Background: an optimization exercise with open tools, aiming at small area, a short achievable clock period and few clock cycles per item. Do not read the settings as production practice. In this exercise RTL edits were held to simulation tests only and were not proved equivalent to the original.

==> design/flow/design.v <==
module gf2m_fu (
    input  wire        clk,
    input  wire        rst,         
    input  wire        in_valid,
    output wire        in_ready,
    input  wire [2:0]  in_op,       
    input  wire [2:0]  in_pset,     
    input  wire [31:0] in_a,
    input  wire [31:0] in_b,
    output wire        out_valid,
    input  wire        out_ready,
    output wire [31:0] out_res,
    output wire [2:0]  out_err      
);
    localparam OP_ADD = 3'd1, OP_MUL = 3'd2, OP_SQ = 3'd3,
               OP_SQ4 = 3'd4, OP_INV = 3'd5, OP_DIV = 3'd6;
    localparam ERR_NONE = 3'd0, ERR_ILL = 3'd1, ERR_CFG = 3'd2, ERR_DOM = 3'd6;
    localparam KD_ERR = 3'd0, KD_ADD = 3'd1, KD_SQ = 3'd2, KD_SQ4 = 3'd3,
               KD_INV = 3'd4, KD_DIV = 3'd5, KD_MUL = 3'd6;
    function [12:0] sq1_12;
        input [12:0] x;
        begin
            sq1_12[0] = x[0] ^ x[6];
            sq1_12[1] = x[11];
            sq1_12[2] = x[1] ^ x[7];
            sq1_12[3] = x[6];
            sq1_12[4] = x[2] ^ x[8] ^ x[11];
            sq1_12[5] = x[7];
            sq1_12[6] = x[3] ^ x[9];
            sq1_12[7] = x[8];
            sq1_12[8] = x[4] ^ x[10];
            sq1_12[9] = x[9];
            sq1_12[10] = x[5] ^ x[11];
            sq1_12[11] = x[10];
            sq1_12[12] = 1'b0;
        end
    endfunction
    function [12:0] sq3_12;
        input [12:0] x;
        begin
            sq3_12[0] = x[0] ^ x[3];
            sq3_12[1] = x[5] ^ x[11];
            sq3_12[2] = x[4];
            sq3_12[3] = x[6] ^ x[9];
            sq3_12[4] = x[2];
            sq3_12[5] = x[4] ^ x[10];
            sq3_12[6] = x[3];
            sq3_12[7] = x[2] ^ x[5] ^ x[8];
            sq3_12[8] = x[1] ^ x[4] ^ x[10];
            sq3_12[9] = x[9];
            sq3_12[10] = x[5] ^ x[8] ^ x[11];
            sq3_12[11] = x[7] ^ x[10];
            sq3_12[12] = 1'b0;
        end
    endfunction
    function [12:0] sq5_12;
        input [12:0] x;
        begin
            sq5_12[0] = x[0] ^ x[6];
            sq5_12[1] = x[5] ^ x[8] ^ x[11];
            sq5_12[2] = x[1] ^ x[4] ^ x[7];
            sq5_12[3] = x[6];
            sq5_12[4] = x[8] ^ x[11];
            sq5_12[5] = x[1] ^ x[4] ^ x[10];
            sq5_12[6] = x[3] ^ x[9];
            sq5_12[7] = x[2] ^ x[5] ^ x[8] ^ x[11];
            sq5_12[8] = x[1] ^ x[4];
            sq5_12[9] = x[9];
            sq5_12[10] = x[2] ^ x[11];
            sq5_12[11] = x[4] ^ x[7];
            sq5_12[12] = 1'b0;
        end
    endfunction
    function [12:0] sq1_13;
        input [12:0] x;
        begin
            sq1_13[0] = x[0] ^ x[11];
            sq1_13[1] = x[7] ^ x[11] ^ x[12];
            sq1_13[2] = x[1] ^ x[7];
            sq1_13[3] = x[8] ^ x[11] ^ x[12];
            sq1_13[4] = x[2] ^ x[7] ^ x[8] ^ x[11] ^ x[12];
            sq1_13[5] = x[7] ^ x[9];
            sq1_13[6] = x[3] ^ x[8] ^ x[9] ^ x[12];
            sq1_13[7] = x[8] ^ x[10];
            sq1_13[8] = x[4] ^ x[9] ^ x[10];
            sq1_13[9] = x[9] ^ x[11];
            sq1_13[10] = x[5] ^ x[10] ^ x[11];
            sq1_13[11] = x[10] ^ x[12];
            sq1_13[12] = x[6] ^ x[11] ^ x[12];
        end
    endfunction
    function [12:0] sq3_13;
        input [12:0] x;
        begin
            sq3_13[0] = x[0] ^ x[5] ^ x[6] ^ x[11];
            sq3_13[1] = x[3] ^ x[4] ^ x[8];
            sq3_13[2] = x[4] ^ x[5] ^ x[6] ^ x[8] ^ x[9];
            sq3_13[3] = x[2] ^ x[3] ^ x[7] ^ x[10] ^ x[12];
            sq3_13[4] = x[2] ^ x[3] ^ x[4] ^ x[5] ^ x[8] ^ x[9];
            sq3_13[5] = x[4] ^ x[5] ^ x[10] ^ x[12];
            sq3_13[6] = x[2] ^ x[3] ^ x[4] ^ x[5] ^ x[7] ^ x[10] ^ x[12];
            sq3_13[7] = x[2] ^ x[8] ^ x[10];
            sq3_13[8] = x[1] ^ x[4] ^ x[5] ^ x[6] ^ x[8] ^ x[9] ^ x[11];
            sq3_13[9] = x[5] ^ x[6] ^ x[9] ^ x[11];
            sq3_13[10] = x[6] ^ x[7] ^ x[8];
            sq3_13[11] = x[3] ^ x[5] ^ x[6] ^ x[7] ^ x[8] ^ x[10];
            sq3_13[12] = x[3] ^ x[4] ^ x[5] ^ x[6] ^ x[9] ^ x[10];
        end
    endfunction
    function [12:0] sq7_13;
        input [12:0] x;
        begin
            sq7_13[0] = x[0] ^ x[1] ^ x[4] ^ x[5] ^ x[7] ^ x[9] ^ x[10] ^ x[12];
            sq7_13[1] = x[3] ^ x[5] ^ x[6] ^ x[7] ^ x[9] ^ x[10] ^ x[11];
            sq7_13[2] = x[8] ^ x[10] ^ x[12];
            sq7_13[3] = x[3] ^ x[4] ^ x[5] ^ x[6] ^ x[8];
            sq7_13[4] = x[3] ^ x[4] ^ x[9] ^ x[11];
            sq7_13[5] = x[1] ^ x[2] ^ x[6] ^ x[7] ^ x[9] ^ x[10];
            sq7_13[6] = x[1] ^ x[3] ^ x[7];
            sq7_13[7] = x[3] ^ x[4] ^ x[7] ^ x[10] ^ x[11] ^ x[12];
            sq7_13[8] = x[2] ^ x[3] ^ x[5] ^ x[10] ^ x[12];
            sq7_13[9] = x[1] ^ x[4] ^ x[5] ^ x[7] ^ x[10] ^ x[12];
            sq7_13[10] = x[3] ^ x[6] ^ x[7] ^ x[8] ^ x[12];
            sq7_13[11] = x[1] ^ x[2] ^ x[4] ^ x[6] ^ x[9] ^ x[10];
            sq7_13[12] = x[1] ^ x[2] ^ x[5] ^ x[6] ^ x[8] ^ x[10];
        end
    endfunction
    function [24:0] clmul;
        input [12:0] x;
        input [12:0] y;
        integer i;
        begin
            clmul = 25'd0;
            for (i = 0; i < 13; i = i + 1)
                clmul = clmul ^ ({12'd0, x & {13{y[i]}}} << i);
        end
    endfunction
    reg        cv;            
    reg [2:0]  kind;
    reg        m13;
    reg [2:0]  step;
    reg [2:0]  code;          
    reg [12:0] acc;           
    reg [12:0] ra;            
    reg [12:0] rb;            
    reg        ovalid;
    reg [2:0]  oerr;
    reg [12:0] res;           
    wire       dec_ill  = (in_op == 3'd0) || (in_op == 3'd7);
    wire       dec_cfg  = (in_pset > 3'd4);
    wire       dec_m13  = (in_pset != 3'd0);
    wire       dec_bin  = (in_op == OP_ADD) || (in_op == OP_MUL) || (in_op == OP_DIV);
    wire       a_out    = dec_m13 ? (in_a[31:13] != 19'd0) : (in_a[31:12] != 20'd0);
    wire       b_out    = dec_m13 ? (in_b[31:13] != 19'd0) : (in_b[31:12] != 20'd0);
    wire       dec_dom  = a_out || (dec_bin && b_out);
    reg [2:0] dec_kind;
    always @(*) begin
        case (in_op)
            OP_ADD:         dec_kind = KD_ADD;
            OP_MUL:         dec_kind = KD_MUL;
            OP_SQ:          dec_kind = KD_SQ;
            OP_SQ4:         dec_kind = KD_SQ4;
            OP_INV:         dec_kind = KD_INV;
            OP_DIV:         dec_kind = KD_DIV;
            default:        dec_kind = KD_ERR;
        endcase
        if (dec_cfg) dec_kind = KD_ERR;
    end
    wire [2:0] dec_code = dec_ill ? ERR_ILL : dec_cfg ? ERR_CFG :
                          dec_dom ? ERR_DOM : ERR_NONE;
    wire [12:0] acc_in = (in_op == OP_DIV) ? in_b[12:0] :
                         (in_op == OP_ADD) ? (in_a[12:0] ^ in_b[12:0]) : in_a[12:0];
    localparam X_ID = 0, X_S1_12 = 1, X_S1_13 = 2, X_S3_12 = 3, X_S5_12 = 4,
               X_S3_13 = 5, X_S7_13 = 6;
    localparam Y_RB = 0, Y_RA = 1, Y_ACC = 2, Y_S1_12 = 3, Y_S1_13 = 4, Y_ONE = 5;
    function [13:0] uop;
        input [2:0] kd;
        input       m;
        input [2:0] st;
        reg   [6:0] xs;
        reg   [5:0] ys;
        reg         l;
        reg   [2:0] xk;    
        reg   [2:0] yk;    
        begin
            xk = 3'd1;
            yk = 3'd4;
            l  = 1'b0;
            case (kd)
                KD_ADD: begin xk = 3'd0; l = 1'b1; end
                KD_MUL: begin xk = 3'd0; yk = 3'd0; l = 1'b1; end
                KD_SQ:  l = 1'b1;
                KD_SQ4: begin yk = 3'd3; l = 1'b1; end
                KD_INV, KD_DIV: begin
                    if (m) begin
                        case (st)
                            3'd0:    yk = 3'd2;
                            3'd1:    yk = 3'd5;
                            3'd2:    begin xk = 3'd3; yk = 3'd2; end
                            3'd3:    begin xk = 3'd7; yk = 3'd3; l = (kd == KD_INV); end
                            default: begin xk = 3'd0; yk = 3'd1; l = 1'b1; end
                        endcase
                    end else begin
                        case (st)
                            3'd0:    begin xk = 3'd5; yk = 3'd3; end
                            3'd1:    begin xk = 3'd0; yk = 3'd5; end
                            3'd2:    begin xk = 3'd3; yk = 3'd3; end
                            3'd3:    begin xk = 3'd5; yk = 3'd5; end
                            3'd4:    begin xk = 3'd5; yk = 3'd3; l = (kd == KD_INV); end
                            default: begin xk = 3'd0; yk = 3'd1; l = 1'b1; end
                        endcase
                    end
                end
                default: l = 1'b1;
            endcase
            xs = 7'd0;
            case (xk)
                3'd0:    xs[X_ID] = 1'b1;
                3'd1:    xs[m ? X_S1_13 : X_S1_12] = 1'b1;
                3'd3:    xs[m ? X_S3_13 : X_S3_12] = 1'b1;
                3'd5:    xs[X_S5_12] = 1'b1;
                default: xs[X_S7_13] = 1'b1;
            endcase
            ys = 6'd0;
            case (yk)
                3'd0:    ys[Y_RB] = 1'b1;
                3'd1:    ys[Y_RA] = 1'b1;
                3'd2:    ys[Y_ACC] = 1'b1;
                3'd3:    ys[m ? Y_S1_13 : Y_S1_12] = 1'b1;
                3'd4:    ys[Y_ONE] = 1'b1;
                default: ys[(kd == KD_DIV) ? Y_RB : Y_RA] = 1'b1;
            endcase
            uop = {l, ys, xs};
        end
    endfunction
    localparam [13:0] UOP_HOLD = {1'b1, 6'b100000, 7'b0000001};
    reg [6:0] xsel;
    reg [5:0] ysel;
    reg       last;
    wire [12:0] s1_12 = sq1_12(acc);
    wire [12:0] s1_13 = sq1_13(acc);
    wire [12:0] mx = ({13{xsel[X_ID]}}    & acc)
                   | ({13{xsel[X_S1_12]}} & s1_12)
                   | ({13{xsel[X_S1_13]}} & s1_13)
                   | ({13{xsel[X_S3_12]}} & sq3_12(acc))
                   | ({13{xsel[X_S5_12]}} & sq5_12(acc))
                   | ({13{xsel[X_S3_13]}} & sq3_13(acc))
                   | ({13{xsel[X_S7_13]}} & sq7_13(acc));
    wire [12:0] my = ({13{ysel[Y_ACC]}}   & acc)
                   | ({13{ysel[Y_RA]}}    & ra)
                   | ({13{ysel[Y_RB]}}    & rb)
                   | ({13{ysel[Y_S1_12]}} & s1_12)
                   | ({13{ysel[Y_S1_13]}} & s1_13)
                   | {12'd0, ysel[Y_ONE]};
    wire [24:0] p = clmul(mx, my);
    reg  [24:0] r13;
    reg  [22:0] r12;
    integer k;
    always @(*) begin
        r13 = p;
        for (k = 24; k >= 13; k = k - 1)
            if (r13[k]) r13 = r13 ^ (25'h201B << (k - 13));
        r12 = p[22:0];
        for (k = 22; k >= 12; k = k - 1)
            if (r12[k]) r12 = r12 ^ (23'h1009 << (k - 12));
    end
    wire [12:0] prod = m13 ? r13[12:0] : {1'b0, r12[11:0]};
    wire finish  = cv && last && (!ovalid || out_ready);
    assign in_ready = !cv || finish;
    wire in_fire = in_valid && in_ready;
    always @(posedge clk) begin
        if (rst) begin
            cv     <= 1'b0;
            ovalid <= 1'b0;
            res    <= 13'd0;
        end else begin
            if (finish) begin
                ovalid <= 1'b1;
                oerr   <= code;
                if (code == ERR_NONE) res <= prod;
            end else if (out_ready) begin
                ovalid <= 1'b0;
            end
            if (in_fire)     cv <= 1'b1;
            else if (finish) cv <= 1'b0;
        end
    end
    always @(posedge clk) begin
        if (in_fire) begin
            kind <= dec_kind;
            m13  <= dec_m13;
            code <= dec_code;
            ra   <= in_a[12:0];
            rb   <= in_b[12:0];
        end
        acc  <= in_fire ? acc_in : prod;
        step <= in_fire ? 3'd0 : step + 3'd1;
        {last, ysel, xsel} <= in_fire ? uop(dec_kind, dec_m13, 3'd0) :
                              last    ? UOP_HOLD : uop(kind, m13, step + 3'd1);
    end
    assign out_valid = ovalid;
    assign out_res   = {19'd0, res};
    assign out_err   = oerr;
endmodule
==> design/flow/flow/run.sh <==
#!/bin/bash
# The standard layout, with the port buffers made of the smallest buffer cell
# (sky130_fd_sc_hd__buf_1) instead of the delay cell buffer_ports picks.
set -euo pipefail
export BUFFER_PORTS_ARGS="-buffer_cell sky130_fd_sc_hd__buf_1"
bash standard.sh > standard_make.log 2>&1
==> design/flow/standard.sh <==
#!/bin/bash
# synth_recipe.tcl (not shown) runs the flow's synth.tcl, then flattens the netlist and writes it again
# the make line also repeats each setting of config.mk as NAME=value (left out here)
make -C /OpenROAD-flow-scripts/flow DESIGN_CONFIG=/design/flow/config.mk WORK_HOME=/design/flow/orfs CLKGATE_MAP_FILE= SYNTH_SCRIPT=/design/flow/synth_recipe.tcl "${@:-finish}"
==> design/flow/config.mk <==
export PLATFORM = sky130hd
export DESIGN_NAME = gf2m_fu
export DESIGN_NICKNAME = gf2m_fu
export VERILOG_FILES = /design/flow/design.v
export SDC_FILE = /design/flow/constraint.sdc
export NUM_CORES = 4
export LEC_CHECK = 0
export CAP_MARGIN = 20
export CORE_MARGIN = 2
export CORE_UTILIZATION = 50
export PLACE_DENSITY = 0.65
export SETUP_SLACK_MARGIN = 2.8
export SLEW_MARGIN = 20
==> design/flow/constraint.sdc <==
create_clock -name core_clock -period 7.0 [get_ports {clk}]
set_input_delay 1.4000 -clock core_clock [delete_from_list [all_inputs] [get_ports {clk}]]
set_output_delay 1.4000 -clock core_clock [all_outputs]
set_load 0.01 [all_outputs]
==> reports/qor.csv, run 1 <==
metric,value,unit
status,no timing/DRC/antenna violations,
final.min_clock_period,4.07,ns
synth_seq_area_share,23.4,%
startpoint_type,register,
num_io_pins,111,
slew_violations,0,
synth_edf_count,36,
tightest_slew,0.949,ns
layout-drive-gt1-share,8.42,%
drv_cap,0,
syn_avg_cell_area,8.52,um2
grt_max_degree,47,
tritoncts,built,
fin_setup_tns,0,ns
drt-wirelength-per-cell,19.6,um
worstSetupPathType,register to register,
synth_cell_types,76,
fillers,1566,
grt_pass1_vias,6730,
slowest_stage,dfxtp_2,
die_w,134,um
fin_crit_sh,58.2,%
drt_first_pass_iters,7,
antenna_found_initial,0,
grt_overflow,0,
holdWs,0.459,ns
ys_warn_count,1,
finalSetupViolations,0,
finalNonFillerCells,1277,
hpwlAfterDp,18600,um
viasPerCell,5.68,
slew_headroom,36.2,%
hold_viol,0,
root_buffer,clkbuf_16,
gp_congestion,0.945,
rsz0062_at_grt,false,
htree_levels,3,
die_h,134,um
crit_path_frequent_cell,xnor2_1,
ant_nets,0,
clk_pin_slew,0.06,ns
synth_area,0.00847,mm2
num_rows,47,
io_buffers,91,
skew,0.00773,ns
grtUsageTotal,27.7,%
drtIter0Drc,647,
r2r_cells,11,
numClockSinks,81,
n_antenna_cell,0,
synth-seq-cells,81,
dp_cells,1250,
whs_path_depth,2,
route.vias.total,7255,
cts_buffers,9,
fin_nets,1131,
core,0.0166,mm2
max_stage_delay,0.58,ns
synth_flop_cell,dfxtp_1,
die-area,0.0180,mm2
postCtsHoldBufs,0,
postSynth.asyncResetShare,0,%
fin_util,55.9,%
grt_pass1_wl,38300,um
clock_path_buffers,2,
drc,0,
syn_inst,995,
regToRegSetupSlack,2.93,ns
worstPathArrival,4.28,ns
clk_latency,0.34,ns
initial_core_util,51.1,%
area_delta_synth_final,9.47,%
path_cells,xnor2_2 > xnor2_1 > xor2_1 > a211o_1 > nor2b_1 > xnor3_1 > xor2_1 > xor3_2 > xnor2_1 > xnor2_1 > a21oi_1,
worstSetupEndpointType,register,
drt_wl_total,25100,um
crit_fanout,14,
fmax,0.246,GHz
cp_data_required_time,7.21,ns
hold_class,register to register,
==> cells by family (layout without fill, tap and decap cells) <==
kind of cell / Yosys count / after routing / synth area share (%)
and+or+nand+nor: 336 / 336 / 17.3
xor gates and xnor gates: 254 / 254 / 34.2
AOI/OAI and AO/OA: 205 / 205 / 17.3
buffers and inverters: 109 / 153 / 6.48
DFF: 81 / 81 / 23.4
adders and majority gates: 5 / 5 / 0.738
muxes: 4 / 4 / 0.561
other: 1 / 19 / 0.0443
==> worst max-delay path: cells and delay by family (launching register included) <==
kind	cells	cell delay, ns
and+or+nand+nor	1	0.25
AOI/OAI and AO/OA	2	0.69
xor gates and xnor gates	8	2.42
DFF	1	0.58
==> cells in the mapped netlist, types with 3 or more instances <==
| cell type | n | area share, % |
|---|---|---|
| xnor2_1 | 140 | 14 |
| nand2_1 | 138 | 6.1 |
| nor2_1 | 106 | 4.7 |
| a21oi_1 | 76 | 4.5 |
| xor2_1 | 62 | 6.4 |
| dfxtp_1 | 45 | 11 |
| clkbuf_1 | 40 | 1.8 |
| edfxtp_1 | 36 | 13 |
| xnor3_1 | 31 | 8.2 |
| buf_4 | 28 | 2.5 |
| inv_1 | 24 | 1.1 |
| o21ai_0 | 24 | 1.4 |
| nand3_1 | 17 | 1.0 |
| nand2b_1 | 15 | 1.1 |
| a22oi_1 | 14 | 1.2 |
| nor4_1 | 13 | 0.96 |
| nor2b_1 | 12 | 0.89 |
| a31oi_1 | 10 | 0.74 |
| buf_2 | 10 | 0.59 |
| nor3_1 | 9 | 0.53 |
| xnor2_2 | 9 | 1.7 |
| and2_1 | 8 | 0.59 |
| a211oi_1 | 7 | 0.62 |
| a222oi_1 | 7 | 0.83 |
| a221oi_1 | 6 | 0.62 |
| ha_1 | 5 | 0.74 |
| and3_1 | 4 | 0.30 |
| buf_1 | 4 | 0.18 |
| nand3b_1 | 4 | 0.35 |
| o211a_1 | 4 | 0.47 |
| o211ai_1 | 4 | 0.35 |
| o21ai_1 | 4 | 0.24 |
| o221ai_1 | 4 | 0.41 |
| a211o_1 | 3 | 0.31 |
| a21o_1 | 3 | 0.27 |
| a221oi_2 | 3 | 0.53 |
| a221oi_4 | 3 | 0.93 |
| buf_6 | 3 | 0.40 |
| o21a_1 | 3 | 0.27 |
| o22ai_1 | 3 | 0.22 |
| o31ai_1 | 3 | 0.27 |
| xnor2_4 | 3 | 0.97 |
| xor2_2 | 3 | 0.58 |
==> what timing repair did <==
item | 4_1_cts | 5_1_grt
endpoints found under the setup margin | 26 | 19
pin swaps | 2 | 2
endpoints found under the hold margin | 0 | 0
setup buffers | 7 | 4
resized for setup | 12 | 11
==> sequential cells by signal (all words and copies together) (netlist names) <==
register / flops
ovalid: 1
acc: 13
kind: 3
res: 13
ysel: 6
ra: 13
oerr: 3
xsel: 7
step: 3
m13: 1
last: 1
rb: 13
cv: 1
code: 3
==> cell usage in the layout, fill, tap and decap left out, types with 8 or more instances in the layout <==
| master | instances |
|---|---|
| buf_4 | 21 |
| xor2_1 | 62 |
| a21oi_1 | 76 |
| inv_1 | 24 |
| xnor2_1 | 140 |
| edfxtp_1 | 36 |
| a31oi_1 | 10 |
| o21ai_0 | 24 |
| nor2_1 | 106 |
| nor2b_1 | 12 |
| conb_1 | 19 |
| buf_1 | 91 |
| nand3_1 | 17 |
| clkbuf_16 | 9 |
| nor3_1 | 9 |
| dfxtp_1 | 33 |
| nor4_1 | 12 |
| dfxtp_2 | 8 |
| xnor2_2 | 8 |
| xnor3_1 | 31 |
| nand2_1 | 137 |
| a22oi_1 | 14 |
| nand2b_1 | 15 |
==> per-layer routing <==
layer	global-route usage, %	part of all wire, %	vias to the layer above
met5	0	0	-
met4	9.47	2.9	0
met3	3.89	6.2	51
met2	44.6	47	294
met1	38.3	44	3420
li1	-	-	3490
==> area by class of cell <==
| cell class | count | area, um2 | share of cell area [%] |
|---|---|---|---|
| multi-input cells | 823 | 6060 | 65.4 |
| flip-flops and latches | 81 | 2010 | 21.6 |
| repair buffers | 113 | 519 | 5.60 |
| well taps | 220 | 275 | 2.97 |
| clock buffers | 10 | 229 | 2.47 |
| clock inverters | 6 | 91.3 | 0.985 |
| inverters | 24 | 90.1 | 0.971 |
==> path summary, 6_finish.rpt <==
path	from	to
hold reg to reg	res[0]	res[0]
hold / removal	res[0]	res[0]
setup / recovery	acc[9]	acc[4]
setup reg to reg	acc[9]	acc[4]
==> per-stage QoR <==
stage          instance area [um2]  setup slack, ns
6_report                      9280             2.93
5_1_grt                       9280             2.74
4_1_cts                       9190             2.81
3_5_place_dp                  8790             2.34
3_3_place_gp                  8790             2.42
2_1_floorplan                 8540             3.43
Testbench counts, summed over its fixed seeds: cycles 20,141, items 8,000.
==> inputs of run 2 (changes only) <==
--- a/design/flow/config.mk
+++ b/design/flow/config.mk
@@ -8,6 +8,7 @@
 export CAP_MARGIN = 20
 export CORE_MARGIN = 2
-export CORE_UTILIZATION = 50
-export PLACE_DENSITY = 0.65
-export SETUP_SLACK_MARGIN = 2.8
+export CORE_UTILIZATION = 40
+export CTS_BUF_LIST = sky130_fd_sc_hd__clkbuf_4 sky130_fd_sc_hd__clkbuf_8
+export PLACE_DENSITY = 0.6
+export SETUP_SLACK_MARGIN = 3.0
 export SLEW_MARGIN = 20
==> reports/qor.csv, run 2 <==
metric,value,unit,change
slew_violations,0,,unchanged
cp_data_required_time,7.22,ns,about the same
synth_seq_area_share,23.4,%,unchanged
final_common_cell,nand2_1,,
grtUsageTotal,23.1,%,-4.6 points
fillers,2044,,+31%
grt_pass1_wl,39600,um,+3.2%
slowest_stage,xnor3_2,,
postSynth.asyncResetShare,0,%,unchanged
die_w,150,um,+11%
syn_avg_cell_area,8.52,um2,unchanged
grt_max_degree,46,,-2.1%
drtIter0Drc,623,,-3.7%
synth_area_leader_cell,xnor2_1,,
worstPathArrival,4.19,ns,-0.09 ns
synthTopCellsByCount,"140 x xnor2_1, 138 x nand2_1, 106 x nor2_1",,
ys_warn_count,1,,unchanged
hold_viol,0,,unchanged
drv_cap,0,,unchanged
fin_setup_tns,0,ns,unchanged
clk_pin_slew,0.09,ns,+0.03 ns
rsz0062_at_grt,true,,
skew,0.0145,ns,+0.00675 ns
final.min_clock_period,3.97,ns,-0.104 ns
synth_area_leaders,"xnor2_1 14%, edfxtp_1 13%, dfxtp_1 11%",,
hpwlAfterDp,18900,um,+1.6%
io_buffers,91,,unchanged
grt_pass1_vias,7042,,+4.6%
path_cells,buf_4 > xnor2_4 > xnor3_1 > a211oi_4 > buf_4 > and2_2 > nor2_1 > xnor2_1 > xnor3_2 > xnor2_2 > xnor2_1 > nand2_1 > xnor2_2 > a211oi_2,,
drt_wl_total,25700,um,+2.4%
fin_nets,1141,,+0.88%
layout-drive-gt1-share,11.1,%,+2.6 points
htree_levels,3,,unchanged
status,no timing/DRC/antenna violations,,
clk_latency,0.37,ns,+0.03 ns
die-area,0.0224,mm2,+24%
grt_overflow,0,,unchanged
max_stage_delay,0.56,ns,-0.02 ns
num_io_pins,111,,unchanged
synth_area,0.00847,mm2,unchanged
synth_flop_cell,dfxtp_1,,
drc,0,,unchanged
crit_fanout,15,,+1
root_buffer,clkbuf_8,,
synth_edf_count,36,,unchanged
hold_class,register to register,,
num_rows,53,,+13%
fin_crit_sh,56.7,%,-1.5 points
area_delta_synth_final,10.9,%,
numClockSinks,81,,unchanged
viasPerCell,5.42,,-4.6%
drt_first_pass_iters,6,,-1
synth_cell_types,76,,unchanged
worst_slack,3.03,ns,+0.104 ns
finalSetupViolations,0,,unchanged
worstSetupEndpointType,register,,
crit_path_end,res[4],,
tightest_slew,0.941,ns,-0.00803 ns
dpl_worst_slack,2.29,ns,-0.0511 ns
drt-wirelength-per-cell,19.1,um,-2.6%
clock_path_buffers,2,,unchanged
fmax,0.252,GHz,+2.6%
regToRegSetupSlack,3.03,ns,+0.10 ns
synth_top_area_share,14.5,%,unchanged
worstSetupPathType,register to register,,
cp-startpoint,acc[8],,
die_h,150,um,+11%
final_cell_mix,"138 x nand2_1, 135 x xnor2_1, 105 x nor2_1",,
ant_nets,0,,unchanged
r2r-end,res[4],,
gp_congestion,0.942,,-0.34%
postCtsHoldBufs,0,,unchanged
route.vias.total,7272,,+0.23%
core,0.0209,mm2,+26%
cts_buffers,9,,unchanged
yosysMostFrequentCell,xnor2_1,,
timing.rr.start,acc[8],,
startpoint_type,register,,
initial_core_util,40.6,%,-11 points
synth-seq-cells,81,,unchanged
n_antenna_cell,0,,unchanged
tritoncts,built,,
antenna_found_initial,0,,unchanged
r2r_cells,14,,+3
slew_headroom,36.8,%,+0.54 points
syn_inst,995,,unchanged
## run 2: timing repair
action | CTS | global route
endpoints found under the setup margin | 26 | 23
pin swaps | 3 | 7
setup buffers | 2 | 18
resized for setup | 19 | 30
## run 2: area by class of cell
type,count,area [um2],area share [%]
Multi-Input combinational cell,823,6150,65.5
Clock buffer,9,124,1.32
Tap cell,275,344,3.66
Sequential cell,81,2020,21.5
Timing Repair Buffer,123,583,6.21
Inverter,24,90.1,0.959
Clock inverter,7,83.8,0.892
## run 2: metal layers
| metal | up-vias | part of all wire, % | track usage (%) |
|---|---|---|---|
| met4 | 0 | 3.4 | 9.71 |
| met5 | - | 0 | 0 |
| met3 | 39 | 6.3 | 3.17 |
| met2 | 315 | 48 | 38.5 |
| met1 | 3408 | 43 | 30.0 |
| li1 | 3510 | - | - |
## run 2: through the flow
stage | util (%) | instances | instance area, um2 | hold slack [ns]
detailed placement | 42.4 | 1306 | 8860 | 0.460
global placement | 42.4 | 1306 | 8860 | 0.458
floorplan | - | 1013 | 8540 | 0.442
CTS | 43.7 | 1324 | 9140 | 0.474
finish | 45.0 | 1342 | 9400 | 0.470
global route | 45.0 | 1342 | 9400 | 0.494
## run 2: worst max-delay path, delay by kind of cell, from the launching register on
| kind | cells | cell delay, ns |
|---|---|---|
| AO/OA/AOI/OAI | 2 | 0.33 |
| XOR/XNOR | 7 | 2.28 |
| buffers and inverters | 2 | 0.42 |
| flip-flops | 1 | 0.30 |
| AND/OR/NAND/NOR | 3 | 0.46 |
## run 2: worst min-delay path by stage
stage | from | to | slack [ns] | depth (start not counted)
floorplan | code[1] | oerr[1] | 0.44 | 0
global placement | res[0] | res[0] | 0.46 | 2
detailed placement | res[0] | res[0] | 0.46 | 2
CTS | res[0] | res[0] | 0.47 | 2
global route | res[0] | res[0] | 0.49 | 2
finish | res[0] | res[0] | 0.47 | 2
## run 2: kinds of logic after synthesis
group / Yosys count / synth area share [%]
compound gates: 205 / 17.3
fa+ha+maj: 5 / 0.738
flops: 81 / 23.4
mux: 4 / 0.561
xor+xnor: 254 / 34.2
other cells: 1 / 0.0443
simple gates: 336 / 17.3
buf+inv: 109 / 6.48
==> inputs of run 3 (changes only) <==
--- a/design/flow/config.mk
+++ b/design/flow/config.mk
@@ -13,2 +13,3 @@
 export SETUP_SLACK_MARGIN = 3.0
 export SLEW_MARGIN = 20
+export TNS_END_PERCENT = 10
==> reports/qor.csv, run 3 <==
metric,value,unit,change
postSynth.asyncResetShare,0,%,unchanged
worstSetupEndpointType,register,,
die_w,150,um,unchanged
slew_violations,0,,unchanged
synthTopCellsByCount,"140 x xnor2_1, 138 x nand2_1, 106 x nor2_1",,
final_common_cell,nand2_1,,
skew,0.0145,ns,+0.0000600 ns
cts_buffers,9,,unchanged
crit_fanout,15,,unchanged
drt_first_pass_iters,5,,-1
r2r_cells,14,,unchanged
syn_inst,995,,unchanged
core,0.0209,mm2,unchanged
clock_path_buffers,2,,unchanged
rsz0062_at_grt,true,,
antenna_found_initial,0,,unchanged
grt_pass1_vias,7042,,unchanged
ant_nets,0,,unchanged
initial_core_util,40.6,%,unchanged
io_buffers,91,,unchanged
die-area,0.0224,mm2,unchanged
drtIter0Drc,676,,+8.5%
grt_overflow,0,,unchanged
hold_viol,0,,unchanged
fmax,0.251,GHz,-0.31%
num_io_pins,111,,unchanged
die_h,150,um,unchanged
synth_cell_types,76,,unchanged
fin_setup_tns,0,ns,unchanged
route.vias.total,7303,,+0.43%
startpoint_type,register,,
worst_slack,3.02,ns,-0.0124 ns
status,no timing/DRC/antenna violations,,
grtUsageTotal,23.1,%,unchanged
timing.rr.start,acc[8],,
synth_area,0.00847,mm2,unchanged
fin_util,45.0,%,unchanged
r2r-end,res[4],,
final.min_clock_period,3.98,ns,+0.0124 ns
drt_wl_total,25700,um,about the same
synth-seq-cells,81,,unchanged
tightest_slew,0.938,ns,-0.00311 ns
synth_seq_area_share,23.4,%,unchanged
hpwlAfterDp,18900,um,unchanged
syn_avg_cell_area,8.52,um2,unchanged
crit_path_end,res[4],,
root_buffer,clkbuf_8,,
gp_congestion,0.942,,unchanged
clk_pin_slew,0.09,ns,about the same
synth_area_leader_cell,xnor2_1,,
area_delta_synth_final,10.9,%,unchanged
num_rows,53,,unchanged
yosysMostFrequentCell,xnor2_1,,
synth_flop_cell,dfxtp_1,,
clk_latency,0.36,ns,about the same
slew_headroom,37.0,%,+0.21 points
fin_nets,1141,,unchanged
grt_pass1_wl,39600,um,unchanged
dp_cells,1306,,unchanged
regToRegSetupSlack,3.02,ns,about the same
grt_max_degree,46,,unchanged
finalNonFillerCells,1342,,unchanged
numClockSinks,81,,unchanged
drv_cap,0,,unchanged
ys_warn_count,1,,unchanged
fin_crit_sh,56.9,%,+0.18 points
n_antenna_cell,0,,unchanged
cp-startpoint,acc[8],,
hold_class,register to register,,
synth_area_leaders,"xnor2_1 14%, edfxtp_1 13%, dfxtp_1 11%",,
drt-wirelength-per-cell,19.1,um,about the same
worstPathArrival,4.19,ns,about the same
synth_edf_count,36,,unchanged
synth_top_area_share,14.5,%,unchanged
tritoncts,built,,
drc,0,,unchanged
final_cell_mix,"138 x nand2_1, 135 x xnor2_1, 105 x nor2_1",,
dpl_worst_slack,2.29,ns,unchanged
worstSetupPathType,register to register,,
layout-drive-gt1-share,11.1,%,unchanged
htree_levels,3,,unchanged
cp_data_required_time,7.21,ns,about the same
viasPerCell,5.44,,+0.43%
finalSetupViolations,0,,unchanged
## run 3: cell counts after synthesis
Identical to the previous run, type by type.
## run 3: per-stage QoR
step | hold WS [ns] | cell area (um2)
finish | 0.469 | 9400
global placement | 0.458 | 8860
detailed placement | 0.460 | 8860
global route | 0.494 | 9400
CTS | 0.474 | 9140
floorplan | 0.442 | 8540
## run 3: worst max-delay path: stages (launching register included)
cell      delay (ns)
dfxtp_1         0.30
buf_4           0.22
xnor2_4         0.28
xnor3_1         0.49
a211oi_4        0.22
buf_4           0.21
and2_2          0.26
nor2_1          0.09
xnor2_1         0.21
xnor3_2         0.56
xnor2_2         0.29
xnor2_1         0.17
nand2_1         0.11
xnor2_2         0.28
a211oi_2        0.11
## run 3: layout make-up
cell class | count | area (um2)
timing repair buffer | 123 | 583
fill | 2044 | 11500
sequential | 81 | 2020
tap | 275 | 344
clock buffer | 9 | 124
inverter | 24 | 90.1
multi-input combinational | 823 | 6150
clock inverter | 7 | 83.8
## run 3: worst min path at each step
stage	cells past startpoint	slack, ns	to	startpoint
detailed placement	2	0.46	res[0]	res[0]
finish	2	0.47	res[0]	res[0]
floorplan	0	0.44	oerr[1]	code[1]
CTS	2	0.47	res[0]	res[0]
global placement	2	0.46	res[0]	res[0]
global route	2	0.49	res[0]	res[0]
## run 3: kinds of logic (layout without fill, tap and decap cells)
group | count (synthesis) | after routing | synth area share [%]
XOR/XNOR | 254 | 254 | 34.2
AND/OR/NAND/NOR | 336 | 336 | 17.3
multiplexers | 4 | 4 | 0.561
AO/OA/AOI/OAI | 205 | 205 | 17.3
flip-flops | 81 | 81 | 23.4
other | 1 | 19 | 0.0443
buffers and inverters | 109 | 163 | 6.48
adder cells (fa/ha/maj) | 5 | 5 | 0.738
## run 3: what timing repair did
| item | 4_1_cts | 5_1_grt |
|---|---|---|
| pin swaps | 3 | 7 |
| endpoints found under the setup margin | 26 | 23 |
| gates resized for setup | 19 | 30 |
| hold buffers | 0 | 0 |
| setup buffers | 2 | 18 |
## run 3: metal layers
layer	vias up	global-route usage, %	wire (um)	part of all wire, %
met5	-	0	0	0
met4	0	9.71	918	3.6
met3	41	3.17	1680	6.5
met2	339	38.5	12200	48
met1	3415	30.0	10900	42
li1	3508	-	-	-
==> inputs of run 4 (changes only) <==
--- a/design/flow/config.mk
+++ b/design/flow/config.mk
@@ -6,5 +6,5 @@
 export NUM_CORES = 4
 export LEC_CHECK = 0
-export CAP_MARGIN = 20
+export CAP_MARGIN = 5
 export CORE_MARGIN = 2
 export CORE_UTILIZATION = 40
@@ -12,4 +12,3 @@
 export PLACE_DENSITY = 0.6
 export SETUP_SLACK_MARGIN = 3.0
-export SLEW_MARGIN = 20
-export TNS_END_PERCENT = 10
+export SLEW_MARGIN = 5
==> reports/qor.csv, run 4 <==
metric,value,unit,change
final_common_cell,nand2_1,,
rsz0062_at_grt,true,,
grt_max_degree,46,,unchanged
die_h,150,um,unchanged
synth_edf_count,36,,unchanged
multiInputGateArea,0.00615,mm2,unchanged
max_stage_delay,0.56,ns,about the same
synth_flop_cell,dfxtp_1,,
startpoint_type,register,,
route.vias.total,7272,,-0.42%
drt-wirelength-per-cell,19.1,um,about the same
hold_viol,0,,unchanged
final.min_clock_period,3.97,ns,-0.0124 ns
slowest_stage,xnor3_2,,
worst_slack,3.03,ns,+0.0124 ns
clk_latency,0.37,ns,about the same
worstPathArrival,4.19,ns,about the same
finalSetupViolations,0,,unchanged
postSynth.asyncResetShare,0,%,unchanged
synth_area_leader_cell,xnor2_1,,
viasPerCell,5.42,,-0.42%
initial_core_util,40.6,%,unchanged
crit_fanout,15,,unchanged
drt_wl_total,25700,um,about the same
drtIter0Drc,623,,-7.8%
n_antenna_cell,0,,unchanged
synth_cell_types,76,,unchanged
io_buffers,91,,unchanged
syn_inst,995,,unchanged
fin_crit_sh,56.7,%,-0.18 points
drv_cap,0,,unchanged
synth-xor-area-share,34.2,%,unchanged
synthAdderAreaFrac,0.738,%,unchanged
synthTopCellsByCount,"140 x xnor2_1, 138 x nand2_1, 106 x nor2_1",,
worstSetupPathType,register to register,,
synth_top_area_share,14.5,%,unchanged
cts_buffers,9,,unchanged
place_area,0.00886,mm2,unchanged
num_io_pins,111,,unchanged
muxShareOfSynthArea,0.561,%,unchanged
status,no timing/DRC/antenna violations,,
postCtsHoldBufs,0,,unchanged
synth-seq-cells,81,,unchanged
slew_headroom,36.8,%,-0.21 points
drc,0,,unchanged
slew_violations,0,,unchanged
antenna_found_initial,0,,unchanged
hold_class,register to register,,
die_w,150,um,unchanged
regArea,0.00202,mm2,unchanged
final_cell_mix,"138 x nand2_1, 135 x xnor2_1, 105 x nor2_1",,
layout-drive-gt1-share,11.1,%,unchanged
yosysMostFrequentCell,xnor2_1,,
cp_data_required_time,7.22,ns,about the same
synth_top_family_by_area,XOR/XNOR gates,,
grt_pass1_vias,7042,,unchanged
ant_nets,0,,unchanged
htree_levels,3,,unchanged
tightest_slew,0.941,ns,+0.00311 ns
skew,0.0145,ns,-0.0000600 ns
grtUsageTotal,23.1,%,unchanged
worstSetupEndpointType,register,,
drt_first_pass_iters,6,,+1
grt_pass1_wl,39600,um,unchanged
gp_congestion,0.942,,unchanged
grt_overflow,0,,unchanged
hpwlAfterDp,18900,um,unchanged
dpl_worst_slack,2.29,ns,unchanged
fillers,2044,,unchanged
numClockSinks,81,,unchanged
design_area,0.00940,mm2,unchanged
yosys.area_share.simple,17.3,%,unchanged
ys_warn_count,1,,unchanged
num_rows,53,,unchanged
clk_pin_slew,0.09,ns,about the same
path_cells,buf_4 > xnor2_4 > xnor3_1 > a211oi_4 > buf_4 > and2_2 > nor2_1 > xnor2_1 > xnor3_2 > xnor2_2 > xnor2_1 > nand2_1 > xnor2_2 > a211oi_2,,
fin_nets,1141,,unchanged
core,0.0209,mm2,unchanged
synth_area,0.00847,mm2,unchanged
synth_area_leaders,"xnor2_1 14%, edfxtp_1 13%, dfxtp_1 11%",,
synth_compound_area_share,17.3,%,unchanged
syn_avg_cell_area,8.52,um2,unchanged
clock_path_buffers,2,,unchanged
synth_seq_area_share,23.4,%,unchanged
area_delta_synth_final,10.9,%,unchanged
die-area,0.0224,mm2,unchanged
root_buffer,clkbuf_8,,
fmax,0.252,GHz,+0.31%
fin_setup_tns,0,ns,unchanged
tritoncts,built,,
[run 4: cell counts in the layout (fill, tap and decap cells not counted)]
Identical to the previous run, type by type.
[run 4: cell families after synthesis]
group | Yosys count
adders and majority gates | 5
buffers and inverters | 109
DFF | 81
xor gates and xnor gates | 254
AOI/OAI and AO/OA | 205
other | 1
and+or+nand+nor | 336
muxes | 4
[run 4: critical path: cells and delay by family, from the launching register on]
family | cells | cell delay [ns]
DFF | 1 | 0.30
and+or+nand+nor | 3 | 0.46
buffers and inverters | 2 | 0.42
xor gates and xnor gates | 7 | 2.28
AOI/OAI and AO/OA | 2 | 0.33
[run 4: per-stage QoR]
| stage | hold WS [ns] | instances | util [%] |
|---|---|---|---|
| 2_1_floorplan | 0.442 | 1013 | - |
| 3_3_place_gp | 0.458 | 1306 | 42.4 |
| 3_5_place_dp | 0.460 | 1306 | 42.4 |
| 4_1_cts | 0.474 | 1324 | 43.7 |
| 5_1_grt | 0.494 | 1342 | 45.0 |
| 6_report | 0.470 | 1342 | 45.0 |
[run 4: worst paths after layout]
| check | from | end | slack [ns] | depth (start not counted) |
|---|---|---|---|---|
| max reg2reg | acc[8] | res[4] | 3.03 | 14 |
| max | acc[8] | res[4] | 3.03 | 14 |
| min | res[0] | res[0] | 0.47 | 2 |
| min reg2reg | res[0] | res[0] | 0.47 | 2 |
[run 4: routing by layer]
metal | routed length (um) | global-route usage (%)
met1 | 10900 | 30.0
met2 | 12200 | 38.5
met3 | 1620 | 3.17
met4 | 880 | 9.71
met5 | 0 | 0
[run 4: timing repair]
action                                 4_1_cts  5_1_grt
resized for setup                           19       30
endpoints found under the hold margin        0        0
setup endpoints to repair                   26       23
setup buffers                                2       18
pin swaps                                    3        7
[run 4: area by class of cell]
| type | count | share of cell area, % |
|---|---|---|
| tap | 275 | 3.66 |
| timing repair buffer | 123 | 6.21 |
| multi-input combinational | 823 | 65.5 |
| clock buffer | 9 | 1.32 |
| clock inverter | 7 | 0.892 |
| inverter | 24 | 0.959 |
| sequential | 81 | 21.5 |
==> inputs of run 5 (changes only) <==
--- a/design/flow/config.mk
+++ b/design/flow/config.mk
@@ -6,9 +6,9 @@
 export NUM_CORES = 4
 export LEC_CHECK = 0
-export CAP_MARGIN = 5
+export CAP_MARGIN = 20
 export CORE_MARGIN = 2
 export CORE_UTILIZATION = 40
 export CTS_BUF_LIST = sky130_fd_sc_hd__clkbuf_4 sky130_fd_sc_hd__clkbuf_8
 export PLACE_DENSITY = 0.6
-export SETUP_SLACK_MARGIN = 3.0
-export SLEW_MARGIN = 5
+export SETUP_SLACK_MARGIN = 3.15
+export SLEW_MARGIN = 20
==> reports/qor.csv, run 5 <==
metric,value,unit,change
status,no timing/DRC/antenna violations,,
ant_nets,0,,unchanged
rsz0062_at_grt,true,,
synth_cell_types,76,,unchanged
synth-seq-cells,81,,unchanged
hold_viol,0,,unchanged
gp_congestion,0.942,,unchanged
synth_area,0.00847,mm2,unchanged
max_stage_delay,0.50,ns,-0.06 ns
clock_path_buffers,2,,unchanged
cts_buffers,9,,unchanged
core,0.0209,mm2,unchanged
grt_pass1_vias,7155,,+1.6%
dpl_worst_slack,2.29,ns,unchanged
num_io_pins,111,,unchanged
fin_setup_tns,0,ns,unchanged
io_buffers,91,,unchanged
syn_inst,995,,unchanged
whs_path_depth,2,,unchanged
startpoint_type,register,,
synth_flop_cell,dfxtp_1,,
grt_max_degree,46,,unchanged
worstSetupEndpointType,register,,
cp_data_required_time,7.22,ns,about the same
fmax,0.263,GHz,+4.5%
tritoncts,built,,
hpwlAfterDp,18900,um,unchanged
final_common_cell,nand2_1,,
num_rows,53,,unchanged
synthTopCellsByCount,"140 x xnor2_1, 138 x nand2_1, 106 x nor2_1",,
clk_pin_slew,0.10,ns,about the same
holdWs,0.469,ns,-0.000635 ns
final.min_clock_period,3.80,ns,-0.171 ns
r2r_cells,14,,unchanged
fillers,2003,,-2.0%
drtIter0Drc,796,,+28%
drt-wirelength-per-cell,19.3,um,+0.87%
hold_class,register to register,,
syn_avg_cell_area,8.52,um2,unchanged
yosysMostFrequentCell,xnor2_1,,
fin_util,47.2,%,+2.2 points
drt_wl_total,26600,um,+3.4%
clk_latency,0.36,ns,about the same
postSynth.asyncResetShare,0,%,unchanged
route.vias.total,7529,,+3.5%
ys_warn_count,1,,unchanged
worstPathArrival,4.01,ns,-0.18 ns
path_cells,xnor2_4 > xnor3_2 > a211oi_4 > buf_4 > buf_4 > a21oi_1 > xnor2_1 > xnor3_1 > xor2_2 > xor2_2 > xor2_1 > nand2_1 > xnor2_4 > a211oi_1,,
synth_top_area_share,14.5,%,unchanged
skew,0.0155,ns,+0.000988 ns
grtUsageTotal,23.5,%,+0.43 points
numClockSinks,81,,unchanged
drt_first_pass_iters,6,,unchanged
worstSetupPathType,register to register,,
grt_pass1_wl,40200,um,+1.7%
synth_area_leader_cell,xnor2_1,,
slew_headroom,37.6,%,+0.80 points
finalSetupViolations,0,,unchanged
die-area,0.0224,mm2,unchanged
viasPerCell,5.47,,+0.98%
worst_slack,3.20,ns,+0.171 ns
tightest_slew,0.929,ns,-0.0119 ns
area_delta_synth_final,16.2,%,
fin_nets,1175,,+3.0%
fin_crit_sh,54.2,%,-2.4 points
root_buffer,clkbuf_8,,
initial_core_util,40.6,%,unchanged
design_area,0.00985,mm2,+4.8%
place_area,0.00886,mm2,unchanged
drv_cap,0,,unchanged
grt_overflow,0,,unchanged
htree_levels,3,,unchanged
drc,0,,unchanged
layout-drive-gt1-share,15.3,%,+4.3 points
die_w,150,um,unchanged
antenna_found_initial,0,,unchanged
slew_violations,0,,unchanged
synth_seq_area_share,23.4,%,unchanged
slowest_stage,xnor3_2,,
synth_area_leaders,"xnor2_1 14%, edfxtp_1 13%, dfxtp_1 11%",,
synth_edf_count,36,,unchanged
n_antenna_cell,0,,unchanged
die_h,150,um,unchanged
postCtsHoldBufs,0,,unchanged
final_cell_mix,"137 x nand2_1, 128 x xnor2_1, 105 x nor2_1",,
crit_fanout,9,,-6
[run 5: cells by family (layout without fill, tap and decap cells)]
group / count (synthesis) / count (layout) / share of synthesized area [%]
simple gates: 336 / 336 / 17.3
xor+xnor: 254 / 254 / 34.2
compound gates: 205 / 205 / 17.3
buf+inv: 109 / 197 / 6.48
flops: 81 / 81 / 23.4
fa+ha+maj: 5 / 5 / 0.738
mux: 4 / 4 / 0.561
other cells: 1 / 19 / 0.0443
[run 5: critical path, delay by kind of cell, from the launching register on]
kind	cells	cell delay (ns)
XOR/XNOR	8	2.19
flip-flops	1	0.49
AND/OR/NAND/NOR	1	0.14
buffers and inverters	2	0.28
AO/OA/AOI/OAI	3	0.55
[run 5: what timing repair did]
action | in CTS | in global routing
pin swaps | 10 | 12
buffers inserted | 16 | 38
hold endpoints to repair | 0 | 0
gates resized for setup | 38 | 44
setup endpoints to repair | 26 | 24
[run 5: area by class of cell]
| cell class | instances | area [um2] | area share (%) |
|---|---|---|---|
| clock inverters | 7 | 83.8 | 0.851 |
| repair buffers | 157 | 871 | 8.84 |
| flip-flops and latches | 81 | 2030 | 20.6 |
| inverters | 24 | 90.1 | 0.915 |
| clock buffers | 9 | 124 | 1.26 |
| well taps | 275 | 344 | 3.49 |
| multi-input cells | 823 | 6310 | 64.0 |
[run 5: final timing paths]
path / startpoint / end / slack [ns]
worst max-delay path: acc[5] / res[5] / 3.20
worst min-delay path: res[0] / res[0] / 0.47
worst max register to register: acc[5] / res[5] / 3.20
worst min register to register: res[0] / res[0] / 0.47
[run 5: per-stage QoR]
| step | cells |
|---|---|
| floorplan | 1013 |
| global placement | 1306 |
| detailed placement | 1306 |
| CTS | 1338 |
| global route | 1376 |
| finish | 1376 |
[run 5: layer usage]
| metal | routed length [um] | track usage [%] | up-vias |
|---|---|---|---|
| met3 | 1630 | 3.29 | 61 |
| met2 | 12700 | 39.6 | 350 |
| met1 | 11200 | 30.3 | 3544 |
| met5 | 0 | 0 | - |
| met4 | 1030 | 9.62 | 0 |
| li1 | - | - | 3574 |
==> inputs of run 6 (changes only) <==
--- a/design/flow/config.mk
+++ b/design/flow/config.mk
@@ -10,5 +10,6 @@
 export CORE_UTILIZATION = 40
 export CTS_BUF_LIST = sky130_fd_sc_hd__clkbuf_4 sky130_fd_sc_hd__clkbuf_8
+export GPL_ROUTABILITY_DRIVEN = 0
 export PLACE_DENSITY = 0.6
-export SETUP_SLACK_MARGIN = 3.15
+export SETUP_SLACK_MARGIN = 3.0
 export SLEW_MARGIN = 20
==> reports/qor.csv, run 6 <==
metric,value,unit,change
status,no timing/DRC/antenna violations,,
r2r_cells,12,,-2
use_met3,2.50,%,-0.79 points
tightest_slew,0.923,ns,-0.00601 ns
fin_setup_tns,0,ns,unchanged
syn_avg_cell_area,8.52,um2,unchanged
slew_violations,0,,unchanged
slew_headroom,38.0,%,+0.40 points
die_h,150,um,unchanged
r2r-end,res[5],,
crit_path_end,res[5],,
drtIter0Drc,695,,-13%
die_w,150,um,unchanged
route.vias.total,7338,,-2.5%
clock_path_buffers,2,,unchanged
drv_cap,0,,unchanged
clk_latency,0.36,ns,about the same
final_common_cell,nand2_1,,
ys_warn_count,1,,unchanged
area_delta_synth_final,13.2,%,
postCtsHoldBufs,0,,unchanged
skew,0.0125,ns,-0.00294 ns
worst_slack,3.13,ns,-0.0748 ns
worstSetupPathType,register to register,,
clk_pin_slew,0.08,ns,-0.02 ns
viasPerCell,5.42,,-0.88%
fin_crit_sh,55.3,%,+1.1 points
finalSetupViolations,0,,unchanged
synth_top_area_share,14.5,%,unchanged
grt_use_met2,38.6,%,-0.94 points
cp-startpoint,acc[4],,
ant_nets,0,,unchanged
hold_class,register to register,,
layout-drive-gt1-share,12.7,%,-2.6 points
holdWs,0.471,ns,+0.00152 ns
drt_first_pass_iters,5,,-1
final.min_clock_period,3.87,ns,+0.0748 ns
synth-seq-cells,81,,unchanged
core,0.0209,mm2,unchanged
htree_levels,3,,unchanged
synth_area,0.00847,mm2,unchanged
drt-wirelength-per-cell,19.1,um,-0.84%
rsz0062_at_grt,false,,
initial_core_util,40.6,%,unchanged
synth_area_leaders,"xnor2_1 14%, edfxtp_1 13%, dfxtp_1 11%",,
synth_area_leader_cell,xnor2_1,,
timing.rr.start,acc[4],,
fin_util,45.9,%,-1.2 points
hpwlAfterDp,19100,um,+0.72%
worstSetupEndpointType,register,,
io_buffers,91,,unchanged
grt_pass1_wl,40100,um,-0.39%
fmax,0.258,GHz,-1.9%
grt_max_degree,46,,unchanged
hold_viol,0,,unchanged
grt_overflow,0,,unchanged
synth_flop_cell,dfxtp_1,,
root_buffer,clkbuf_8,,
numClockSinks,81,,unchanged
final_cell_mix,"136 x nand2_1, 133 x xnor2_1, 106 x nor2_1",,
drc,0,,unchanged
syn_inst,995,,unchanged
antenna_found_initial,0,,unchanged
busiest_layer,met2,,
synth_cell_types,76,,unchanged
num_io_pins,111,,unchanged
synth_seq_area_share,23.4,%,unchanged
cp_data_required_time,7.21,ns,about the same
fin_nets,1152,,-2.0%
met1_usage,31.1,%,+0.78 points
yosysMostFrequentCell,xnor2_1,,
dpl_worst_slack,2.18,ns,-0.108 ns
num_rows,53,,unchanged
regToRegSetupSlack,3.13,ns,-0.07 ns
worstPathArrival,4.08,ns,+0.07 ns
drt_wl_total,25900,um,-2.5%
cts_buffers,9,,unchanged
grt_pass1_vias,7092,,-0.88%
grtUsageTotal,23.4,%,-0.14 points
crit_fanout,12,,+3
synthTopCellsByCount,"140 x xnor2_1, 138 x nand2_1, 106 x nor2_1",,
synth_edf_count,36,,unchanged
startpoint_type,register,,
postSynth.asyncResetShare,0,%,unchanged
n_antenna_cell,0,,unchanged
tritoncts,built,,
die-area,0.0224,mm2,unchanged
run 6: cell counts after synthesis:
No cell type changed its count.
run 6: cell type report:
type,count,area (um2)
clock inverters,6,90.1
repair buffers,134,703
clock buffers,10,131
well taps,275,344
inverters,24,90.1
multi-input cells,823,6200
flip-flops and latches,81,2030
fillers,2065,11300
run 6: worst min path at each step:
stage	startpoint	endpoint	slack (ns)	cells past startpoint
detailed placement	res[12]	res[12]	0.45	2
floorplan	code[1]	oerr[1]	0.44	0
CTS	res[12]	res[12]	0.47	2
global placement	res[12]	res[12]	0.45	2
finish	res[0]	res[0]	0.47	2
global route	res[12]	res[12]	0.50	2
run 6: cells by family (layout without fill, tap and decap cells):
group	after synthesis	count (layout)	share of synthesized area, %
simple gates	336	336	17.3
xor+xnor	254	254	34.2
compound gates	205	205	17.3
buf+inv	109	174	6.48
flops	81	81	23.4
fa+ha+maj	5	5	0.738
mux	4	4	0.561
other cells	1	19	0.0443
run 6: repair_timing:
| action | 4_1_cts | 5_1_grt |
|---|---|---|
| endpoints found under the setup margin | 26 | 23 |
| gates cloned | 0 | 0 |
| resized for setup | 31 | 30 |
| pin swaps | 6 | 6 |
| buffers inserted | 15 | 15 |
| endpoints found under the hold margin | 0 | 0 |
run 6: routing by layer:
metal	wire (um)	up-vias
li1	-	3530
met1	11100	3436
met2	12200	312
met3	1650	60
met4	934	0
met5	0	-
run 6: worst max-delay path, stage by stage (launching register included):
cell and delay (ns):
dfxtp_4 0.51, xnor3_2 0.54, xnor3_1 0.37, a22oi_2 0.19, a21oi_1 0.11, xnor2_1 0.27, xnor3_1 0.52, xor2_2 0.29
xor2_2 0.24, xor2_1 0.17, nand2_1 0.10, xnor2_2 0.28, a211oi_1 0.12
run 6: through the flow:
step	std cells	area (um2)
floorplan	1013	8540
global placement	1307	8870
detailed placement	1307	8870
CTS	1338	9330
global route	1353	9590
finish	1353	9590
==> inputs of run 7 (changes only) <==
--- a/design/flow/config.mk
+++ b/design/flow/config.mk
@@ -9,6 +9,4 @@
 export CORE_MARGIN = 2
 export CORE_UTILIZATION = 40
-export CTS_BUF_LIST = sky130_fd_sc_hd__clkbuf_4 sky130_fd_sc_hd__clkbuf_8
-export GPL_ROUTABILITY_DRIVEN = 0
 export PLACE_DENSITY = 0.6
 export SETUP_SLACK_MARGIN = 3.0
==> reports/qor.csv, run 7 <==
metric,value,unit,change
drv_cap,0,,unchanged
drtIter0Drc,766,,+10%
route.vias.total,7342,,+0.055%
syn_inst,995,,unchanged
hold_viol,0,,unchanged
crit_path_end,res[4],,
synth-xor-area-share,34.2,%,unchanged
timing.rr.start,acc[3],,
clock_path_buffers,2,,unchanged
synth_compound_area_share,17.3,%,unchanged
final_common_cell,nand2_1,,
cp_data_required_time,7.19,ns,-0.02 ns
fin_setup_tns,0,ns,unchanged
fin_nets,1141,,-0.95%
regToRegSetupSlack,3.11,ns,-0.02 ns
clk_pin_slew,0.07,ns,about the same
status,no timing/DRC/antenna violations,,
io_buffers,91,,unchanged
holdWs,0.466,ns,-0.00494 ns
cp-startpoint,acc[3],,
synth_seq_area_share,23.4,%,unchanged
synth_flop_cell,dfxtp_1,,
final.min_clock_period,3.89,ns,+0.0171 ns
cp.depth,13,,+1
synthTopCellsByCount,"140 x xnor2_1, 138 x nand2_1, 106 x nor2_1",,
slowest_stage,xnor3_2,,
area_delta_synth_final,12.5,%,
drt_first_pass_iters,5,,unchanged
postCtsHoldBufs,0,,unchanged
numClockSinks,81,,unchanged
initial_core_util,40.6,%,unchanged
antenna_found_initial,0,,unchanged
viasPerCell,5.47,,+0.87%
r2r_cells,13,,+1
crit_path_frequent_cell,xnor2_1,,
fmax,0.257,GHz,-0.44%
grt_pass1_vias,7074,,-0.25%
synth-seq-cells,81,,unchanged
crit_fanout,13,,+1
final_cell_mix,"138 x nand2_1, 135 x xnor2_1, 105 x nor2_1",,
synth_area_leaders,"xnor2_1 14%, edfxtp_1 13%, dfxtp_1 11%",,
synth_top_family_by_area,XOR/XNOR gates,,
yosysMostFrequentCell,xnor2_1,,
skew,0.0107,ns,-0.00186 ns
gp_congestion,0.942,,
slew_violations,0,,unchanged
postSynth.asyncResetShare,0,%,unchanged
synth_edf_count,36,,unchanged
hold_class,register to register,,
worstSetupEndpointType,register,,
rsz0062_at_grt,true,,
die_h,150,um,unchanged
synthAdderAreaFrac,0.738,%,unchanged
synth_area,0.00847,mm2,unchanged
startpoint_type,register,,
drt_wl_total,25700,um,-0.90%
path_cells,xnor2_1 > xnor3_1 > a211oi_4 > buf_4 > and2_2 > nor2_1 > xnor2_1 > xnor3_2 > xnor2_2 > xnor2_1 > nand2_1 > xnor2_2 > a211oi_2,,
cts_buffers,9,,unchanged
r2r-end,res[4],,
critPathTopFamily,XOR/XNOR gates,,
drc,0,,unchanged
grtUsageTotal,23.0,%,-0.39 points
num_rows,53,,unchanged
fin_util,45.6,%,-0.26 points
die_w,150,um,unchanged
n_antenna_cell,0,,unchanged
grt_pass1_wl,39600,um,-1.2%
max_stage_delay,0.56,ns,+0.02 ns
tritoncts,built,,
finalSetupViolations,0,,unchanged
grt_max_degree,46,,unchanged
tightest_slew,0.937,ns,+0.0141 ns
grt_overflow,0,,unchanged
synth_cell_types,76,,unchanged
layout-drive-gt1-share,11.1,%,-1.6 points
num_io_pins,111,,unchanged
die-area,0.0224,mm2,unchanged
htree_levels,3,,unchanged
root_buffer,clkbuf_16,,
ys_warn_count,1,,unchanged
slew_headroom,37.0,%,-0.95 points
worstSetupPathType,register to register,,
syn_avg_cell_area,8.52,um2,unchanged
hpwlAfterDp,18900,um,-0.71%
synth_area_leader_cell,xnor2_1,,
drt-wirelength-per-cell,19.1,um,about the same
ant_nets,0,,unchanged
critPathBufInv,1,,+1
clk_latency,0.34,ns,-0.02 ns
yosys.area_share.simple,17.3,%,unchanged
muxShareOfSynthArea,0.561,%,unchanged
core,0.0209,mm2,unchanged
worstPathArrival,4.08,ns,about the same
synth_top_area_share,14.5,%,unchanged
fin_crit_sh,55.6,%,+0.24 points
run 7: layout make-up:
type | instances | area [um2]
Clock buffer | 9 | 225
Clock inverter | 7 | 83.8
Fill cell | 2035 | 11400
Inverter | 24 | 90.1
Multi-Input combinational cell | 823 | 6160
Sequential cell | 81 | 2020
Tap cell | 275 | 344
Timing Repair Buffer | 123 | 611
run 7: worst min path at each step:
stage | start | end | slack (ns) | depth (start not counted)
4_1_cts | res[0] | res[0] | 0.47 | 2
5_1_grt | res[0] | res[0] | 0.49 | 2
6_report | res[0] | res[0] | 0.47 | 2
3_5_place_dp | res[0] | res[0] | 0.46 | 2
2_1_floorplan | code[1] | oerr[1] | 0.44 | 0
3_3_place_gp | res[0] | res[0] | 0.46 | 2
run 7: layer usage:
metal	wire length, um	GRT usage [%]
met5	0	0
met4	858	8.48
met3	1690	3.11
met2	12300	38.8
met1	10900	30.0
run 7: logic make-up after synthesis:
group / Yosys count
and+or+nand+nor: 336
xor gates and xnor gates: 254
AOI/OAI and AO/OA: 205
buffers and inverters: 109
DFF: 81
adders and majority gates: 5
muxes: 4
other: 1
run 7: worst reg2reg max path, cell delays in order, from the launching register on:
cell and delay (ns):
dfxtp_4 0.42, xnor2_1 0.32, xnor3_1 0.50, a211oi_4 0.22, buf_4 0.20, and2_2 0.26
nor2_1 0.10, xnor2_1 0.22, xnor3_2 0.56, xnor2_2 0.29, xnor2_1 0.17, nand2_1 0.11
xnor2_2 0.27, a211oi_2 0.11
run 7: repair_timing:
item / CTS / global route
pin swaps: 3 / 11
gates resized for setup: 19 / 31
buffers inserted: 2 / 18
endpoints found under the setup margin: 26 / 23
run 7: per-stage QoR:
step | std cells | instance area (um2) | setup WS [ns]
3_5_place_dp | 1306 | 8860 | 2.29
5_1_grt | 1342 | 9530 | 2.98
4_1_cts | 1324 | 9240 | 2.97
2_1_floorplan | 1013 | 8540 | 3.43
3_3_place_gp | 1306 | 8860 | 2.30
6_report | 1342 | 9530 | 3.11

==> re-timing with driven ports <==
The results above use ideal ports. As a check the final layouts listed here were re-extracted and re-timed, cells and wires unchanged. Step 1 sets driving cells, clkbuf_16 on the clock port and buf_2 on the other inputs (assumed; they add their load-dependent delay and slew). Step 2, shift: input delay + t, output delay - t, t = (earliest + latest rising clock arrival at the registers) / 2. This alone moves slack from input paths to output paths. Slacks: ideal ports / drivers / drivers and shift; pairs: ideal ports / drivers.
run | t, ns | setup slack, ns | clock arrival spread, ns | slew at the worst register clock pin (ns)
run 1 | 0.378 | 2.928 / 2.928 / 2.928 | 0.008 / 0.008 | 0.06 / 0.06
run 2 | 0.393 | 3.032 / 3.032 / 3.032 | 0.014 / 0.015 | 0.10 / 0.10
run 3 | 0.387 | 3.020 / 3.020 / 3.020 | 0.014 / 0.014 | 0.10 / 0.10
run 4 | 0.393 | 3.032 / 3.032 / 3.032 | 0.014 / 0.015 | 0.10 / 0.10
run 5 | 0.388 | 3.203 / 3.203 / 3.203 | 0.016 / 0.015 | 0.10 / 0.10
run 6 | 0.389 | 3.128 / 3.128 / 3.128 | 0.012 / 0.012 | 0.09 / 0.09
run 7 | 0.370 | 3.111 / 3.111 / 3.111 | 0.010 / 0.010 | 0.07 / 0.07
After both steps every run listed still meets setup and hold.
